This design comes from an exercise in tuning for small area, a short achievable clock period and few clock cycles per item on the open sky130 flow, not from production work. The RTL was checked by simulation tests, not by an equivalence proof against the original design. Power is estimated from default activity; no workload was simulated.

== alpha ==
==> flow/design.v <==
module tone_divisor_search (
    input  wire        clk,
    input  wire        rst,       
    input  wire        start,
    input  wire [31:0] hz,        
    output wire        ready,
    output reg         done,
    output wire [7:0]  div,       
    output wire [15:0] cmp,       
    output wire [33:0] err        
);
    localparam [25:0] N = 26'd42000000;
    localparam [1:0] P_DIV = 2'd0, P_RND = 2'd1, P_NEG = 2'd2, P_SHF = 2'd3;
    reg        busy;
    reg        uq;        
    reg        cq;        
    reg        tq;        
    reg        nq;        
    reg [1:0]  ph;
    reg        bigq;      
    reg [4:0]  cnt;       
    reg        nb;        
    reg [31:0] hzr;
    reg [26:0] R;         
    reg [15:0] X;         
    reg [1:0]  K;         
    assign ready = ~busy;
    assign div   = {K == 2'd3, 1'b0, K == 2'd2, 1'b0, K == 2'd1, 1'b0, K == 2'd0, 1'b0};
    assign cmp   = X;
    assign err   = {hzr[31:25], R[26:1], 1'b0};
    wire acc = start & ~busy;
    wire t10 = |hz[31:10];
    wire t12 = |hz[31:12];
    wire t13 = |hz[31:13];
    wire t14 = |hz[31:14];
    wire t15 = |hz[31:15];
    wire t18 = |hz[31:18];
    wire s8  = t18;
    wire s11 = t15 & ~t18;
    wire s12 = t14 & ~t15;
    wire s13 = t13 & ~t14;
    wire s14 = t12 & ~t13;
    wire s16 = t10 & ~t12;
    wire s22 = ~t10;
    wire [26:0] r_in = ({27{s8}}  & (N >> 8))  | ({27{s11}} & (N >> 11)) |
                       ({27{s12}} & (N >> 12)) | ({27{s13}} & (N >> 13)) |
                       ({27{s14}} & (N >> 14)) | ({27{s16}} & (N >> 16)) |
                       ({27{s22}} & (N >> 22));
    wire [4:0]  c_in = ({5{s8}}  & 5'd7)  | ({5{s11}} & 5'd10) | ({5{s12}} & 5'd11) |
                       ({5{s13}} & 5'd12) | ({5{s14}} & 5'd13) | ({5{s16}} & 5'd15) |
                       ({5{s22}} & 5'd21);    
    wire        n_in = |({s8, s11, s12, s13, s14, s16, s22} &
                         {N[7], N[10], N[11], N[12], N[13], N[15], N[21]});
    wire ge641 = (hzr >= 32'd641);
    wire ge161 = (hzr >= 32'd161);
    wire ge41  = (hzr >= 32'd41);
    wire [1:0] k   = {~ge161, (~ge641 & ge161) | ~ge41};
    wire       lo25 = (hzr[31:25] == 7'd0);
    wire [6:0] hm1  = hzr[31:25] - 7'd1;
    wire        tiny   = (hzr[31:4] == 28'd0) && (hzr[3:0] <= 4'd10);
    wire [3:0]  t_hi   = 4'd10 - hzr[3:0];
    wire [9:0]  t_lo   = 10'd890 + {6'd0, hzr[3:0]};
    wire [26:0] r_tiny = {t_hi, 6'd0, t_lo, 7'd0};
    wire        dv    = busy & (ph == P_DIV);
    wire        rn    = busy & (ph == P_RND);
    wire        ng    = busy & (ph == P_NEG);
    wire        sh    = busy & (ph == P_SHF);
    wire        x0    = (X == 16'd0);
    wire        bstop = dv & (cnt == 5'd1) & x0 & ~cy;    
    wire [25:0] A     = uq ? {1'b0, R[24:0]} : {R[24:0], nb};
    wire [26:0] S2    = {1'b0, A[24:0], 1'b1} + {1'b0, ~hzr[24:0], cq};
    wire [24:0] S     = S2[25:1];
    wire        c25   = S2[26];
    wire        cy    = (c25 | A[25]) & lo25 & ~tiny;   
    wire        take  = nq | (tq & cy);
    wire        tdv   = dv & tiny;
    wire [24:0] r_lo  = take ? (S ^ {25{nq}}) : acc ? r_in[24:0] :
                        tdv ? r_tiny[24:0] : A[24:0];
    wire [6:0]  hi7   = c25 ? hm1 : hzr[31:25];
    wire [1:0]  r_hi  = (sh | (rn & ~cy)) ? R[25:24] :
                        tdv ? r_tiny[26:25] :
                        busy ? 2'd0 : acc ? r_in[26:25] : R[26:25];
    wire [15:0] x_inc = X + 16'd1;
    wire        x_up  = (rn & cy) | (ng & bigq);
    wire last = (cnt == {2'd0, k, 1'b0});
    wire [1:0] ph_nx = {busy & (ph[1] | ph[0] | bstop),
                        busy & ((dv & last) | (rn & ~cy) | ng | sh)};
    wire fin = tdv | (rn & ~cy & (k == 2'd0)) | (ng & (k == 2'd0) & ~bigq) |
               (sh & (cnt == 5'd0));
    wire busy_nx = ~rst & (busy ? ~fin : acc);
    wire done_nx = ~rst & busy & fin;
    wire bigq_nx = busy & (bigq | bstop);
    always @(posedge clk) begin
        busy <= busy_nx;
        done <= done_nx;
        uq   <= ~busy_nx | (ph_nx == P_NEG);
        cq   <= busy_nx & ((ph_nx == P_DIV) | ((ph_nx == P_NEG) & ~bigq_nx));
        tq   <= busy_nx & ((ph_nx == P_DIV) | (ph_nx == P_RND));
        nq   <= busy_nx & (ph_nx == P_NEG);
    end
    always @(posedge clk) begin
        ph <= ph_nx;
        if (!busy) begin
            cnt  <= c_in;
            nb   <= n_in;
        end else begin
            if (dv)
                K <= k;
            nb <= dv & ~last & N[cnt - 5'd1];
            if (bstop)
                cnt <= 5'd1;
            else if (dv || sh)
                cnt <= cnt - 5'd1;
        end
        bigq <= bigq_nx;
        R <= {r_hi, r_lo};
        if (acc)
            hzr <= hz;
        else if (ng && bigq)
            hzr[31:25] <= hi7;
        if (acc)
            X <= 16'd0;
        else if (tdv)
            X <= 16'hFFFF;
        else if (dv)
            X <= {X[14:0], cy | (cnt == 5'd1 && x0)};
        else if (x_up)
            X <= x_inc;
    end
endmodule
==> flow/config.mk <==
export PLATFORM = sky130hd
export DESIGN_NAME = tone_divisor_search
export DESIGN_NICKNAME = tone_divisor_search
export VERILOG_FILES = /design/flow/design.v
export SDC_FILE = /design/flow/constraint.sdc
export NUM_CORES = 4
export LEC_CHECK = 0
export CAP_MARGIN = 20
export CORE_MARGIN = 2
export CORE_UTILIZATION = 40
export PLACE_DENSITY = 0.6
export SLEW_MARGIN = 20
export TNS_END_PERCENT = 0
==> flow/constraint.sdc <==
create_clock -name core_clock -period 10.0 [get_ports {clk}]
set_input_delay 2.0000 -clock core_clock [delete_from_list [all_inputs] [get_ports {clk}]]
set_output_delay 2.0000 -clock core_clock [all_outputs]
set_load 0.01 [all_outputs]
standard.sh (not shown) runs the stock make flow with config.mk's settings and CLKGATE_MAP_FILE= SYNTH_SCRIPT=/design/flow/synth_recipe.tcl, a recipe that flattens the netlist after the stock synthesis.
==> flow/flow/run.sh <==
#!/bin/bash
# Standard ORFS layout (the standard.sh), with a larger setup-slack
# target for timing repair and buf_2 cells as the port buffers.
set -euo pipefail
export SETUP_SLACK_MARGIN=6.75
export BUFFER_PORTS_ARGS="-buffer_cell sky130_fd_sc_hd__buf_2"
bash standard.sh > standard.log 2>&1
Testbench counts of alpha, summed over its fixed seeds: cycles 19,890, items 1,280.
Changes in beta relative to alpha:
-- flow/flow/run.sh --
<<< alpha, line 4
set -euo pipefail
export SETUP_SLACK_MARGIN=6.75
export BUFFER_PORTS_ARGS="-buffer_cell sky130_fd_sc_hd__buf_2"
>>> beta, line 4
set -euo pipefail
export SETUP_SLACK_MARGIN=6.4
export BUFFER_PORTS_ARGS="-buffer_cell sky130_fd_sc_hd__buf_2"
[summary]
- In summary, beta completed successfully, with a layout that passed the timing, DRC and antenna checks.
- Relative area change from synthesis to final layout in beta is 4.3 points below alpha.
- Looking at period utilization, beta sits 1.2 points above alpha.
- The higher required time at the worst-slack endpoint came out of alpha.
- The share of power burned in combinational logic reported for beta is smaller than that of alpha by 2.2 points.
- The power attributed to combinational cells in beta sits about 5.6% below the value recorded for alpha.
- Cmp beta vs alpha: count of buffers not belonging to the clock network in the layout lower in beta
- The final reports for beta and alpha show highest clock frequency the design can meet lower in the former.
- Utilization alpha -> beta: down
- When the final numbers for alpha and beta were put side by side, the worst hold slack after final layout turned out to be smaller in beta.
### beta -> gamma
# beta
export LEC_CHECK = 0
export CAP_MARGIN = 20
export CORE_MARGIN = 2
export CORE_UTILIZATION = 40
export PLACE_DENSITY = 0.6
export SLEW_MARGIN = 20
export TNS_END_PERCENT = 0
create_clock -name core_clock -period 10.0 [get_ports {clk}]
# gamma
export LEC_CHECK = 0
export CAP_MARGIN = 20
export CORE_MARGIN = 2
export CORE_UTILIZATION = 40
export PLACE_DENSITY = 0.6
export SLEW_MARGIN = 20
create_clock -name core_clock -period 10.0 [get_ports {clk}]
-- flow/flow/run.sh --
<<< beta, line 4
set -euo pipefail
export SETUP_SLACK_MARGIN=6.4
export BUFFER_PORTS_ARGS="-buffer_cell sky130_fd_sc_hd__buf_2"
>>> gamma, line 4
set -euo pipefail
export SETUP_SLACK_MARGIN=6.5
export BUFFER_PORTS_ARGS="-buffer_cell sky130_fd_sc_hd__buf_2"
==> run notes <==
- [compare] base=beta new=gamma: later-pin clock latency in the skew report flat, combinational power share now sits higher.
- Diff beta -> gamma: met3 track demand over resource now smaller, data required time at the worst endpoint now smaller.
The following lists how delta was set up differently from gamma:
# gamma
export LEC_CHECK = 0
export CAP_MARGIN = 20
export CORE_MARGIN = 2
export CORE_UTILIZATION = 40
export PLACE_DENSITY = 0.6
export SLEW_MARGIN = 20
create_clock -name core_clock -period 10.0 [get_ports {clk}]
# delta
export LEC_CHECK = 0
export CAP_MARGIN = 5
export CORE_MARGIN = 2
export CORE_UTILIZATION = 40
export PLACE_DENSITY = 0.6
export SLEW_MARGIN = 5
export TNS_END_PERCENT = 0
create_clock -name core_clock -period 10.0 [get_ports {clk}]
==> run notes <==
- The final layout from delta, which completed every stage, passed the timing, DRC and antenna checks at the end of the flow.
- delta has routed wire length per instance above what gamma had.
- Against gamma, delta comes in 1.8% lower on via-per-instance ratio.
- Taking gamma as the reference, in delta clock transition at the registers of the reported paths level, combinational cell fraction of total power has decreased, number of cells on the critical path +2, sequential share of layout area ~0 delta, fraction of standard cell area in multi-input logic lost 0.58 points.
- Share of post-route cells with drive strength above 1: delta and gamma compared, higher one is gamma
- Taking gamma as the reference, in delta wire length after detailed routing went up by about 1.5%; switching part of the total power went up by 0.61 points.
- uq as the launch point of the worst path was reported by delta, and hz[18] by gamma.

-- port drivers added, routing unchanged --
The results above use ideal ports. As a check the final layouts listed here were re-extracted and re-timed, cells and wires unchanged.
Step 1 (the two cells are an assumption about what drives the block):
set clk [get_ports {clk}]
set_driving_cell -lib_cell sky130_fd_sc_hd__clkbuf_16 $clk
set_driving_cell -lib_cell sky130_fd_sc_hd__buf_2 [delete_from_list [all_inputs] $clk]
Step 2 also shifts input and output timing later by t, the mid clock arrival at the registers, as if the neighbouring blocks saw the same clock.
a / b / c = ideal / step 1 / step 2; a / b = the first two.
run	shift t [ns]	setup WS [ns]	worst data-port slew with drivers (ns)	cell pins on the clock port's net
alpha	0.393	6.599 / 6.624 / 6.231	0.03	1
beta	0.393	6.475 / 6.475 / 6.190	0.04	1
gamma	0.393	6.564 / 6.583 / 6.191	0.04	1
delta	0.392	6.582 / 6.582 / 6.239	0.03	1
After both steps setup and hold are still met in every run listed. The setup slack of gamma, which loses most, moves by +0.019 ns with the drivers and by -0.373 ns with both steps.
